This design comes from an exercise in tuning for small area on the open sky130 flow, not from production work.
For this run, only the layout was checked, not whether the RTL still works.
Power figures rest on the tool's default switching activity, not on a simulated workload.

## flow/run.sh

```bash
#!/bin/bash
# synth_recipe.tcl (not shown) runs the flow's synth.tcl, then flattens the netlist and writes it again
# the make line also repeats each setting of config.mk as NAME=value (left out here)
make -C /OpenROAD-flow-scripts/flow DESIGN_CONFIG=/design/flow/config.mk WORK_HOME=/design/flow/orfs CLKGATE_MAP_FILE= SYNTH_SCRIPT=/design/flow/synth_recipe.tcl finish
```

## flow/config.mk

```make
export PLATFORM = sky130hd
export DESIGN_NAME = ptpc
export DESIGN_NICKNAME = ptpc
export VERILOG_FILES = /design/flow/design.v
export SDC_FILE = /design/flow/constraint.sdc
export NUM_CORES = 4
export LEC_CHECK = 0
export CAP_MARGIN = 20
export CORE_MARGIN = 2
export CORE_UTILIZATION = 40
export SLEW_MARGIN = 20
export SYNTH_MEMORY_MAX_BITS = 8192
```

## flow/constraint.sdc

```tcl
create_clock -name core_clock -period 20.0 [get_ports {clk}]
set_input_delay 4.0000 -clock core_clock [delete_from_list [all_inputs] [get_ports {clk}]]
set_output_delay 4.0000 -clock core_clock [all_outputs]
set_load 0.01 [all_outputs]
```

## flow/design.v

```verilog
module ptpc (
    input  wire        clk,
    input  wire        rst,           
    input  wire        tick,          
    input  wire        rx_in,         
    input  wire        tx_fault,      
    input  wire        bus_valid,
    input  wire        bus_write,
    input  wire [5:0]  bus_addr,      
    input  wire [1:0]  bus_size,      
    input  wire [31:0] bus_wdata,
    output reg  [31:0] bus_rdata,
    output wire        bus_err,
    output wire        ready,
    output wire        tx_out
);
    localparam [3:0] E_BUSY    = 4'd1;
    localparam [3:0] E_LEN     = 4'd2;
    localparam [3:0] E_SYMBOL  = 4'd3;
    localparam [3:0] E_OPCODE  = 4'd4;
    localparam [3:0] E_TXFAULT = 4'd5;
    localparam [7:0] CAP = 8'd67;
    reg         tx_proto;
    reg  [1:0]  rx_proto_mask;
    reg  [7:0]  tol_pct;
    reg  [15:0] tx_repeat;
    reg  [31:0] tx_pulse;
    reg  [7:0]  tx_len;
    reg         tx_mode;
    reg  [127:0] txd;
    reg         rx_en;
    reg         tx_err;
    reg         cmd_err;
    reg  [3:0]  err_code;
    reg  [63:0] time_r;
    reg         tx_busy;
    reg         abort_pending;
    reg         tx_out_r;
    reg  [127:0] t_bits;
    reg  [7:0]  t_n;
    reg  [31:0] t_unit;
    reg         t_proto;
    reg  [15:0] t_repeat;
    reg  [15:0] t_rep;
    reg  [7:0]  t_pos;
    reg         t_phase;      
    reg  [63:0] t_remain;
    reg         ts_armed;
    reg         ts_level;
    reg         ts_edge;
    reg  [63:0] ts_last;
    reg  [63:0] buf0;
    reg  [12:0] buf_mem [1:67];
    reg  [7:0]  cc;
    reg  [1:0]  rc;
    reg         slot_valid;
    reg  [63:0] slot_value;
    reg  [7:0]  slot_bitlen;
    reg  [31:0] slot_pulse;
    reg  [7:0]  slot_proto;
    reg         rxo_valid;
    reg  [63:0] rxo_value;
    reg  [7:0]  rxo_bitlen;
    reg  [31:0] rxo_pulse;
    reg  [7:0]  rxo_proto;
    localparam [2:0] D_IDLE  = 3'd0;
    localparam [2:0] D_PSEL  = 3'd1;
    localparam [2:0] D_DIV1  = 3'd2;
    localparam [2:0] D_DIV2  = 3'd3;
    localparam [2:0] D_PAIRA = 3'd4;
    localparam [2:0] D_PAIRB = 3'd5;
    localparam [2:0] D_CHECK = 3'd6;
    reg  [2:0]  d_state;
    reg         d_p;           
    reg  [7:0]  d_cc;          
    reg  [63:0] d_s;           
    reg  [63:0] d_unit;
    reg  [63:0] d_tol;
    reg  [5:0]  d_k;           
    reg  [63:0] d_a;           
    reg  [63:0] d_code;
    reg  [71:0] dv_q;
    reg  [6:0]  dv_r;
    reg  [6:0]  dv_div;
    reg  [6:0]  dv_cnt;
    assign ready  = (d_state == D_IDLE);
    assign tx_out = tx_out_r;
    wire        acc      = bus_valid & ready;
    wire        legal    = (bus_size == 2'd2) && (bus_addr[1:0] == 2'b00);
    wire [3:0]  ridx     = bus_addr[5:2];
    wire        wr       = acc & legal & bus_write;
    wire        is_cmd   = wr && (ridx == 4'd0);
    wire        do_tick  = tick & ready;
    assign bus_err = acc & ~legal;
    wire rx_active = rx_en & ~tx_busy;
    always @(*) begin
        bus_rdata = 32'd0;
        if (acc && legal && !bus_write) begin
            case (ridx)
                4'd1:  bus_rdata = {16'd0, err_code, 2'b00, cmd_err, tx_err, 2'b00,
                                    tx_out_r, abort_pending, slot_valid, rx_active,
                                    rx_en, tx_busy};
                4'd2:  bus_rdata = {tx_repeat, tol_pct, 5'd0, rx_proto_mask, tx_proto};
                4'd3:  bus_rdata = tx_pulse;
                4'd4:  bus_rdata = {23'd0, tx_mode, tx_len};
                4'd5:  bus_rdata = txd[31:0];
                4'd6:  bus_rdata = txd[63:32];
                4'd7:  bus_rdata = txd[95:64];
                4'd8:  bus_rdata = txd[127:96];
                4'd9:  bus_rdata = {8'd0, rxo_proto, rxo_bitlen, 7'd0, rxo_valid};
                4'd10: bus_rdata = rxo_value[31:0];
                4'd11: bus_rdata = rxo_value[63:32];
                4'd12: bus_rdata = rxo_pulse;
                4'd13: bus_rdata = {19'd0, ts_edge, ts_level, ts_armed, rc, cc};
                4'd14: bus_rdata = buf0[31:0];
                4'd15: bus_rdata = buf0[63:32];
                default: bus_rdata = 32'd0;
            endcase
        end
    end
    reg sym_bad;
    integer j;
    always @(*) begin
        sym_bad = 1'b0;
        for (j = 0; j < 64; j = j + 1)
            if ((j < tx_len) && (txd[2*j+1 -: 2] == 2'b10))
                sym_bad = 1'b1;
    end
    wire        len_bad  = tx_mode ? ((tx_len == 8'd0) || (tx_len > 8'd64))
                                   : ((tx_len == 8'd0) || (tx_len > 8'd128));
    wire [7:0]  start_n    = tx_mode ? {tx_len[6:0], 1'b0} : tx_len;
    wire [31:0] start_unit = (tx_pulse != 32'd0) ? tx_pulse
                                                 : (tx_proto ? 32'd650 : 32'd350);
    wire [7:0]  start_idx  = start_n - 8'd1;
    wire        start_bit  = txd[start_idx[6:0]];
    wire [63:0] start_high = start_bit ? (tx_proto ? {31'd0, start_unit, 1'b0}
                                                   : {32'd0, start_unit} * 64'd3)
                                       : {32'd0, start_unit};
    wire [63:0] u64    = {32'd0, t_unit};
    wire [63:0] wide_u = t_proto ? (u64 << 1) : (u64 * 64'd3);
    wire [63:0] sync_l = t_proto ? (u64 * 64'd10) : (u64 * 64'd31);
    wire [7:0]  cur_idx  = t_n - 8'd1 - t_pos;
    wire        cur_bit  = t_bits[cur_idx[6:0]];
    wire        cur_sync = (t_pos == t_n);
    wire [63:0] low_dur  = cur_sync ? sync_l : (cur_bit ? u64 : wide_u);
    wire [7:0]  nxt_pos  = cur_sync ? 8'd0 : (t_pos + 8'd1);
    wire [7:0]  nxt_idx  = t_n - 8'd1 - nxt_pos;
    wire        nxt_bit  = t_bits[nxt_idx[6:0]];
    wire        nxt_sync = (nxt_pos == t_n);
    wire [63:0] nxt_high = nxt_sync ? u64 : (nxt_bit ? wide_u : u64);
    wire [63:0] rem_dec  = t_remain - 64'd1;
    wire        tx_last  = cur_sync && (t_rep == t_repeat - 16'd1);
    reg tx_busy_after;
    always @(*) begin
        tx_busy_after = tx_busy;
        if (tx_busy) begin
            if (tx_fault)
                tx_busy_after = 1'b0;
            else if (rem_dec == 64'd0 && t_phase && (abort_pending || tx_last))
                tx_busy_after = 1'b0;
        end
    end
    wire [63:0] time_next = time_r + 64'd1;
    wire        rx_act_after = rx_en & ~tx_busy_after;
    wire        is_edge  = rx_act_after && ts_armed && (rx_in != ts_level);
    wire        is_event = is_edge && ts_edge;
    wire [63:0] dur      = time_next - ts_last;
    wire        d_long   = (dur > 64'd5000);
    wire        d_match  = d_long && ({1'b0, dur} + 65'd200 > {1'b0, buf0})
                                  && ({1'b0, dur} < {1'b0, buf0} + 65'd200);
    wire [1:0]  rc_inc   = rc + 2'd1;
    wire [7:0]  cc_dec   = (cc == 8'd0) ? 8'd0 : (cc - 8'd1);
    wire [7:0]  cc_ord   = (cc >= CAP) ? 8'd1 : (cc + 8'd1);
    wire        start_decode = do_tick && is_event && d_match && (rc_inc == 2'd2);
    wire [6:0]  idx_a   = {d_k, 1'b0} + 7'd1;
    wire [6:0]  idx_b   = {d_k, 1'b0} + 7'd2;
    wire [6:0]  rd_idx  = (d_state == D_PAIRA) ? idx_a : idx_b;
    wire [63:0] rd_val  = {51'd0, buf_mem[rd_idx]};
    wire [67:0] unit_x  = {4'd0, d_unit};
    wire [67:0] tol_x   = {4'd0, d_tol};
    wire [67:0] wide_x  = d_p ? (unit_x << 1) : (unit_x * 68'd3);
    wire [67:0] a_x     = {4'd0, d_a};
    wire [67:0] b_x     = {4'd0, rd_val};
    wire a_short = (a_x + tol_x >= unit_x) && (a_x <= unit_x + tol_x);
    wire a_wide  = (a_x + tol_x >= wide_x) && (a_x <= wide_x + tol_x);
    wire b_short = (b_x + tol_x >= unit_x) && (b_x <= unit_x + tol_x);
    wire b_wide  = (b_x + tol_x >= wide_x) && (b_x <= wide_x + tol_x);
    wire pair_zero = a_short && b_wide;
    wire pair_one  = a_wide && b_short;
    wire [7:0]  d_pairs = {1'b0, d_cc[7:1]};
    wire        d_ok    = (d_cc > 8'd6) && (d_code != 64'd0);
    wire [7:0]  dv_sh   = {dv_r, dv_q[71]};
    wire        dv_ge   = (dv_sh >= {1'b0, dv_div});
    wire [7:0]  dv_sub  = dv_sh - {1'b0, dv_div};
    wire [71:0] tol_prod = {8'd0, d_unit} * {64'd0, tol_pct};
    integer i;
    always @(posedge clk) begin
        if (rst) begin
            tx_proto      <= 1'b0;
            rx_proto_mask <= 2'b11;
            tol_pct       <= 8'd60;
            tx_repeat     <= 16'd10;
            tx_pulse      <= 32'd0;
            tx_len        <= 8'd0;
            tx_mode       <= 1'b0;
            txd           <= 128'd0;
            rx_en         <= 1'b0;
            tx_err        <= 1'b0;
            cmd_err       <= 1'b0;
            err_code      <= 4'd0;
            time_r        <= 64'd0;
            tx_busy       <= 1'b0;
            abort_pending <= 1'b0;
            tx_out_r      <= 1'b0;
            t_bits        <= 128'd0;
            t_n           <= 8'd0;
            t_unit        <= 32'd0;
            t_proto       <= 1'b0;
            t_repeat      <= 16'd0;
            t_rep         <= 16'd0;
            t_pos         <= 8'd0;
            t_phase       <= 1'b0;
            t_remain      <= 64'd0;
            ts_armed      <= 1'b0;
            ts_level      <= 1'b0;
            ts_edge       <= 1'b0;
            ts_last       <= 64'd0;
            buf0          <= 64'd0;
            cc            <= 8'd0;
            rc            <= 2'd0;
            slot_valid    <= 1'b0;
            slot_value    <= 64'd0;
            slot_bitlen   <= 8'd0;
            slot_pulse    <= 32'd0;
            slot_proto    <= 8'd0;
            rxo_valid     <= 1'b0;
            rxo_value     <= 64'd0;
            rxo_bitlen    <= 8'd0;
            rxo_pulse     <= 32'd0;
            rxo_proto     <= 8'd0;
            d_state       <= D_IDLE;
            d_p           <= 1'b0;
            d_cc          <= 8'd0;
            d_s           <= 64'd0;
            d_unit        <= 64'd0;
            d_tol         <= 64'd0;
            d_k           <= 6'd0;
            d_a           <= 64'd0;
            d_code        <= 64'd0;
            dv_q          <= 72'd0;
            dv_r          <= 7'd0;
            dv_div        <= 7'd0;
            dv_cnt        <= 7'd0;
        end else begin
            if (wr) begin
                case (ridx)
                    4'd0: begin
                        case (bus_wdata)
                            32'd0: ;                                    
                            32'd1: begin                                
                                if (tx_busy) begin
                                    cmd_err <= 1'b1; err_code <= E_BUSY;
                                end else if (len_bad) begin
                                    cmd_err <= 1'b1; err_code <= E_LEN;
                                end else if (tx_mode && sym_bad) begin
                                    cmd_err <= 1'b1; err_code <= E_SYMBOL;
                                end else begin
                                    t_bits   <= txd;
                                    t_n      <= start_n;
                                    t_proto  <= tx_proto;
                                    t_repeat <= tx_repeat;
                                    t_unit   <= start_unit;
                                    if (tx_repeat != 16'd0) begin
                                        tx_busy       <= 1'b1;
                                        abort_pending <= 1'b0;
                                        ts_armed      <= 1'b0;
                                        ts_edge       <= 1'b0;
                                        t_rep         <= 16'd0;
                                        t_pos         <= 8'd0;
                                        t_phase       <= 1'b0;
                                        t_remain      <= start_high;
                                        tx_out_r      <= 1'b1;
                                    end
                                end
                            end
                            32'd2: begin                                
                                if (tx_busy) abort_pending <= 1'b1;
                            end
                            32'd3: rx_en <= 1'b1;                       
                            32'd4: begin                                
                                rx_en    <= 1'b0;
                                ts_armed <= 1'b0;
                                ts_edge  <= 1'b0;
                            end
                            32'd5: begin                                
                                rxo_valid <= slot_valid;
                                if (slot_valid) begin
                                    rxo_value  <= slot_value;
                                    rxo_bitlen <= slot_bitlen;
                                    rxo_pulse  <= slot_pulse;
                                    rxo_proto  <= slot_proto;
                                end else begin
                                    rxo_value  <= 64'd0;
                                    rxo_bitlen <= 8'd0;
                                    rxo_pulse  <= 32'd0;
                                    rxo_proto  <= 8'd0;
                                end
                                slot_valid  <= 1'b0;
                                slot_value  <= 64'd0;
                                slot_bitlen <= 8'd0;
                                slot_pulse  <= 32'd0;
                                slot_proto  <= 8'd0;
                            end
                            default: begin                              
                                cmd_err  <= 1'b1;
                                err_code <= E_OPCODE;
                            end
                        endcase
                    end
                    4'd1: begin                                         
                        if (bus_wdata[8]) tx_err  <= 1'b0;
                        if (bus_wdata[9]) cmd_err <= 1'b0;
                        if ((bus_wdata[8] || !tx_err) && (bus_wdata[9] || !cmd_err))
                            err_code <= 4'd0;
                    end
                    4'd2: begin                                         
                        tx_proto      <= bus_wdata[0];
                        rx_proto_mask <= bus_wdata[2:1];
                        tol_pct       <= (bus_wdata[15:8] > 8'd100) ? 8'd100 : bus_wdata[15:8];
                        tx_repeat     <= bus_wdata[31:16];
                    end
                    4'd3: tx_pulse <= bus_wdata;
                    4'd4: begin
                        tx_len  <= bus_wdata[7:0];
                        tx_mode <= bus_wdata[8];
                    end
                    4'd5: txd[31:0]   <= bus_wdata;
                    4'd6: txd[63:32]  <= bus_wdata;
                    4'd7: txd[95:64]  <= bus_wdata;
                    4'd8: txd[127:96] <= bus_wdata;
                    default: ;                                          
                endcase
            end
            if (do_tick) begin
                if (tx_busy) begin
                    if (tx_fault) begin
                        tx_busy       <= 1'b0;
                        tx_out_r      <= 1'b0;
                        abort_pending <= 1'b0;
                        tx_err        <= 1'b1;
                        err_code      <= E_TXFAULT;
                    end else if (rem_dec != 64'd0) begin
                        t_remain <= rem_dec;
                    end else if (!t_phase) begin
                        t_phase  <= 1'b1;
                        t_remain <= low_dur;
                        tx_out_r <= 1'b0;
                    end else if (abort_pending || tx_last) begin
                        tx_busy       <= 1'b0;
                        tx_out_r      <= 1'b0;
                        abort_pending <= 1'b0;
                        t_remain      <= rem_dec;
                    end else begin
                        if (cur_sync) t_rep <= t_rep + 16'd1;
                        t_pos    <= nxt_pos;
                        t_phase  <= 1'b0;
                        t_remain <= nxt_high;
                        tx_out_r <= 1'b1;
                    end
                end
                time_r <= time_next;
                if (!rx_act_after) begin
                    ts_armed <= 1'b0;
                    ts_edge  <= 1'b0;
                end else if (!ts_armed) begin
                    ts_armed <= 1'b1;
                    ts_level <= rx_in;
                end else if (rx_in != ts_level) begin
                    ts_level <= rx_in;
                    ts_last  <= time_next;
                    if (!ts_edge) begin
                        ts_edge <= 1'b1;
                    end else begin
                        if (d_match) begin
                            if (rc_inc == 2'd2) begin
                                rc      <= 2'd0;
                                d_cc    <= cc_dec;
                                d_s     <= buf0;
                                d_p     <= 1'b0;
                                d_state <= D_PSEL;
                            end else begin
                                rc <= rc_inc;
                            end
                            cc   <= 8'd0;
                            buf0 <= dur;
                        end else if (d_long) begin
                            cc   <= 8'd0;
                            buf0 <= dur;
                        end else begin
                            if (cc >= CAP) rc <= 2'd0;
                            cc <= cc_ord;
                            buf_mem[cc_ord[6:0]] <= dur[12:0];
                        end
                    end
                end
            end
            case (d_state)
                D_PSEL: begin
                    if (rx_proto_mask[d_p]) begin
                        dv_q    <= {8'd0, d_s};
                        dv_r    <= 7'd0;
                        dv_div  <= d_p ? 7'd10 : 7'd31;
                        dv_cnt  <= 7'd72;
                        d_state <= D_DIV1;
                    end else if (!d_p) begin
                        d_p <= 1'b1;
                    end else begin
                        d_state <= D_IDLE;
                    end
                end
                D_DIV1, D_DIV2: begin
                    if (dv_cnt != 7'd0) begin
                        dv_q   <= {dv_q[70:0], dv_ge};
                        dv_r   <= dv_ge ? dv_sub[6:0] : dv_sh[6:0];
                        dv_cnt <= dv_cnt - 7'd1;
                    end else if (d_state == D_DIV1) begin
                        d_unit  <= dv_q[63:0];
                        dv_q    <= {8'd0, dv_q[63:0]} * {64'd0, tol_pct};
                        dv_r    <= 7'd0;
                        dv_div  <= 7'd100;
                        dv_cnt  <= 7'd72;
                        d_state <= D_DIV2;
                    end else begin
                        d_tol   <= dv_q[63:0];
                        d_k     <= 6'd0;
                        d_code  <= 64'd0;
                        d_state <= (d_pairs == 8'd0) ? D_CHECK : D_PAIRA;
                    end
                end
                D_PAIRA: begin
                    d_a     <= rd_val;
                    d_state <= D_PAIRB;
                end
                D_PAIRB: begin
                    if (pair_zero || pair_one) begin
                        d_code <= {d_code[62:0], ~pair_zero};
                        d_k    <= d_k + 6'd1;
                        d_state <= ({2'b00, d_k} + 8'd1 == d_pairs) ? D_CHECK : D_PAIRA;
                    end else begin
                        if (!d_p) begin
                            d_p     <= 1'b1;
                            d_state <= D_PSEL;
                        end else begin
                            d_state <= D_IDLE;
                        end
                    end
                end
                D_CHECK: begin
                    if (d_ok) begin
                        slot_valid  <= 1'b1;
                        slot_value  <= d_code;
                        slot_bitlen <= d_pairs;
                        slot_pulse  <= d_unit[31:0];
                        slot_proto  <= d_p ? 8'd2 : 8'd1;
                        d_state     <= D_IDLE;
                    end else if (!d_p) begin
                        d_p     <= 1'b1;
                        d_state <= D_PSEL;
                    end else begin
                        d_state <= D_IDLE;
                    end
                end
                default: ;
            endcase
        end
    end
endmodule
```

==> insert_results.sql <==
INSERT INTO impl_metrics (metric_group, metric, value, unit) VALUES
('clock_tree', 'tritoncts.num_buffers', '237', ''),
('sta', 'timing.max_slew.rel_slack', '15.6', '%'),
('placement', 'sum_of_net_half_perimeters_after_detailed_placement', '410000', 'µm'),
('power', 'p_total', '14.9', 'mW'),
('synth', 'avgSynthCellArea', '9.11', 'µm²'),
('sta', 'fmax', '0.0758', 'GHz'),
('sta', 'setup_repair_after_global_routing_missed_its_margin', 'false', ''),
('sta', 'fin_worst_skew', '0.0919', 'ns'),
('final_layout', 'fin_area', '0.166', 'mm²'),
('clock_tree', 'cts.repair_timing.setup_buffer_count', '0', ''),
('final_layout', 'post_route_cells_drive_above_1_share', '8.18', '%'),
('flow_run', 'max_cap_check_violation_count', '0', ''),
('clock_tree', 'cts_htree_levels', '4', ''),
('synth', 'synth_area', '0.152', 'mm²'),
('synth', 'synth_top_area_share', '17.3', '%'),
('final_layout', 'num-fill-cells', '36400', ''),
('clock_tree', 'clk_path_buf_depth', '4', ''),
('clock_tree', 'cts_num_sinks', '2159', ''),
('min_path', 'hp-class', 'reg2reg', ''),
('global_routing', 'number_of_antenna_violations_at_the_first_check_in_global_routing', '26', ''),
('critical_path', 'cp_slowest_cell', 'sky130_fd_sc_hd__a2111oi_0', ''),
('critical_path', 'crit_path_frequent_cell', 'sky130_fd_sc_hd__a21oi_1', ''),
('clock_tree', 'clock_tree_from_tritoncts', 'built', ''),
('final_layout', 'commonest_cells_after_routing_fill_and_taps_aside', 'sky130_fd_sc_hd__nand2_1 (2216), sky130_fd_sc_hd__a21oi_1 (1573), sky130_fd_sc_hd__dfxtp_1 (1275)', ''),
('synth', 'synth_warnings', '1', ''),
('routing', 'drt-total-wl', '550000', 'µm'),
('floorplan', 'die_height', '620', 'µm'),
('routing', 'drc', '0', ''),
('global_routing', 'globalRoute.totalOverflow', '0', ''),
('final_layout', 'nets', '17700', ''),
('critical_path', 'max_stage_delay', '0.94', 'ns'),
('placement', 'globalplace.congestion', '0.981', ''),
('clock_tree', 'clk_root_buffer_cell', 'sky130_fd_sc_hd__clkbuf_16', ''),
('routing', 'firstDrtPassIters', '6', ''),
('critical_path', 'critical_path_arrival', '14.05', 'ns'),
('sta', 'fin_crit_sh', '66.0', '%'),
('routing', 'avgRoutedWirePerCell', '25.7', 'µm'),
('critical_path', 'critical_path.startpoint', 'd_k[0]', ''),
('global_routing', 'wire_length_of_the_first_global_routing_pass', '814000', 'µm'),
('floorplan', 'fp.coreArea', '0.378', 'mm²'),
('global_routing', 'grt_pass1_vias', '122000', ''),
('placement', 'dpl-instance-area', '0.158', 'mm²'),
('critical_path', 'critPathKind', 'reg2reg', ''),
('routing', 'vias', '128000', ''),
('final_layout', 'layout_commonest_cell', 'sky130_fd_sc_hd__nand2_1', ''),
('final_layout', 'area.growth.synth_to_final', '9.44', '%'),
('floorplan', 'initial_core_utilization', '40.1', '%'),
('critical_path', 'worst-r2r-cell-count', '40', ''),
('synth', 'post_synthesis_cell_count', '16600', ''),
('critical_path', 'r2r_end', 'd_code[31]', ''),
('power', 'powerDensity', '90.1', 'mW/mm²'),
('clock_tree', 'cts_hold_buf', '0', ''),
('synth', 'synth-seq-cells', '2159', ''),
('status', 'status', 'timing/DRC/antenna clean', ''),
('floorplan', 'dieWidth', '620', 'µm'),
('global_routing', 'grt.total_usage', '27.9', '%'),
('clock_tree', 'clock_latency', '0.98', 'ns'),
('synth', 'synth_top_cells_by_area', 'sky130_fd_sc_hd__edfxtp_1 (17%), sky130_fd_sc_hd__dfxtp_1 (17%), sky130_fd_sc_hd__ha_1 (8.3%), sky130_fd_sc_hd__fa_1 (6.2%), sky130_fd_sc_hd__nand2_1 (5.5%)', ''),
('synth', 'synth-edff-count', '871', ''),
('critical_path', 'crit_path_end_kind', 'flop', ''),
('critical_path', 'cp.required', '20.85', 'ns'),
('floorplan', 'die-area', '0.384', 'mm²'),
('critical_path', 'setup.worst_path.start_class', 'flop', ''),
('critical_path', 'critical_path.max_fanout', '70', ''),
('routing', 'via_count_normalized_by_instance_count', '5.95', ''),
('synth', 'postSynth.topFlopCell', 'sky130_fd_sc_hd__dfxtp_1', ''),
('sta', 'finalMaxSlewViolations', '0', ''),
('synth', 'synth_top_area_cell', 'sky130_fd_sc_hd__edfxtp_1', ''),
('critical_path', 'worst-r2r-setup-slack', '6.80', 'ns'),
('floorplan', 'placementRows', '226', ''),
('sta', 'worst_hold_slack', '0.460', 'ns');
## layer usage
metal	GRT usage, %	part of all wire [%]
met3	3.42	6.9
met1	38.3	43
met2	43.8	45
met5	0	0.010
met4	12.9	5.3
## stage by stage
step,utilization [%],cells
6_report,43.9,21400
5_1_grt,43.9,21400
4_1_cts,43.8,21400
3_5_place_dp,41.7,21000
3_3_place_gp,41.7,21000
2_1_floorplan,-,16600
## how the worst min path moves through the flow
stage | startpoint | end | slack (ns) | cells past startpoint
2_1_floorplan | slot_bitlen[7] | slot_bitlen[7] | 0.43 | 1
3_3_place_gp | rxo_value[19] | rxo_value[19] | 0.44 | 2
3_5_place_dp | slot_bitlen[7] | slot_bitlen[7] | 0.45 | 1
4_1_cts | rxo_value[49] | rxo_value[49] | 0.46 | 2
5_1_grt | rxo_value[5] | rxo_value[5] | 0.48 | 2
6_report | rxo_value[49] | rxo_value[49] | 0.46 | 2
## cells by family after synthesis
kind of cell	synth area share (%)
simple gates	17.6
compound gates	16.1
flops	34.3
buf+inv	4.61
fa+ha+maj	14.6
xor+xnor	4.54
mux	8.25
## where the power goes
group	total, mW	switching (mW)	leakage, nW	internal [mW]
clock network	4.65	1.96	3.99	2.69
registers	5.13	0.222	18.4	4.91
logic	5.16	3.27	42.0	1.89
total	14.9	5.45	64.4	9.49
## state kept, by name (all words and copies together), names as in the netlist, 16 cells and up
register and count:
buf_mem 871, t_bits 128, txd 128, dv_q 72
buf0 64, d_code 64, d_s 64, d_tol 64
d_unit 64, rxo_value 64, slot_value 64, t_remain 64
time_r 64, ts_last 64, rxo_pulse 32, slot_pulse 32
t_unit 32, tx_pulse 32, t_rep 16, t_repeat 16
tx_repeat 16
## worst max-delay path: cells and delay by family, from the launching register on
family	cells	cell delay, ns
mux	3	1.54
buf+inv	5	3.05
flops	1	0.64
xor+xnor	1	0.24
fa+ha+maj	2	0.65
simple gates	6	1.24
compound gates	23	5.54
## synthesized netlist by cell type (31+ instances only)
cell type	number
sky130_fd_sc_hd__a21oi_1	1575
sky130_fd_sc_hd__o21a_1	101
sky130_fd_sc_hd__clkbuf_1	909
sky130_fd_sc_hd__nor2b_1	131
sky130_fd_sc_hd__nand2_1	2218
sky130_fd_sc_hd__a21o_1	386
sky130_fd_sc_hd__nand4_1	313
sky130_fd_sc_hd__o211ai_1	146
sky130_fd_sc_hd__a2111oi_0	35
sky130_fd_sc_hd__or3_1	116
sky130_fd_sc_hd__fa_1	473
sky130_fd_sc_hd__edfxtp_1	871
sky130_fd_sc_hd__mux2i_1	360
sky130_fd_sc_hd__xor2_1	320
sky130_fd_sc_hd__o21ai_0	597
sky130_fd_sc_hd__nand2b_1	169
sky130_fd_sc_hd__and2_1	276
sky130_fd_sc_hd__mux4_2	367
sky130_fd_sc_hd__ha_1	1008
sky130_fd_sc_hd__nand3_1	488
sky130_fd_sc_hd__inv_1	817
sky130_fd_sc_hd__a22o_1	72
sky130_fd_sc_hd__or2_2	43
sky130_fd_sc_hd__nor2_1	1166
sky130_fd_sc_hd__o31ai_1	47
sky130_fd_sc_hd__o21bai_1	92
sky130_fd_sc_hd__a311oi_1	31
sky130_fd_sc_hd__nor3_1	281
sky130_fd_sc_hd__a31oi_1	134
sky130_fd_sc_hd__and3_1	126
sky130_fd_sc_hd__mux2_2	55
sky130_fd_sc_hd__nor4_1	136
sky130_fd_sc_hd__a221oi_1	113
sky130_fd_sc_hd__a22oi_1	57
sky130_fd_sc_hd__dfxtp_1	1288
sky130_fd_sc_hd__buf_1	95
sky130_fd_sc_hd__or4_1	41
sky130_fd_sc_hd__xnor2_1	465
sky130_fd_sc_hd__a211oi_1	181
sky130_fd_sc_hd__a211o_1	33
## layout make-up
cell class | count | area (µm²) | area share [%]
multi-input combinational | 12600 | 93300 | 56.3
sequential | 2159 | 52000 | 31.3
clock buffer | 313 | 6590 | 3.97
tap | 5016 | 6280 | 3.78
inverter | 822 | 3090 | 1.86
timing repair buffer | 352 | 2910 | 1.75
clock inverter | 132 | 1660 | 1.00
antenna | 9 | 22.5 | 0.0136

[port drivers added, routing unchanged]
The results above use ideal ports. As a check the final layout listed here was re-extracted and re-timed, cells and wires unchanged.
Step 1 assumes that a clkbuf_16 drives the clock port and a buf_2 every other input.
Step 2 also shifts input and output timing later by t, the mid clock arrival at the registers, as if the neighbouring blocks saw the same clock.
Three values: ideal, step 1, step 2; two values: the first two.
shift t [ns]: 1.044
setup WS [ns]: 6.804 / 6.804 / 6.804
clock arrival spread, ns: 0.093 / 0.093
After both steps setup and hold are still met in this run. The setup slack of this run moves by 0.000 ns with the drivers and by 0.000 ns with both steps.
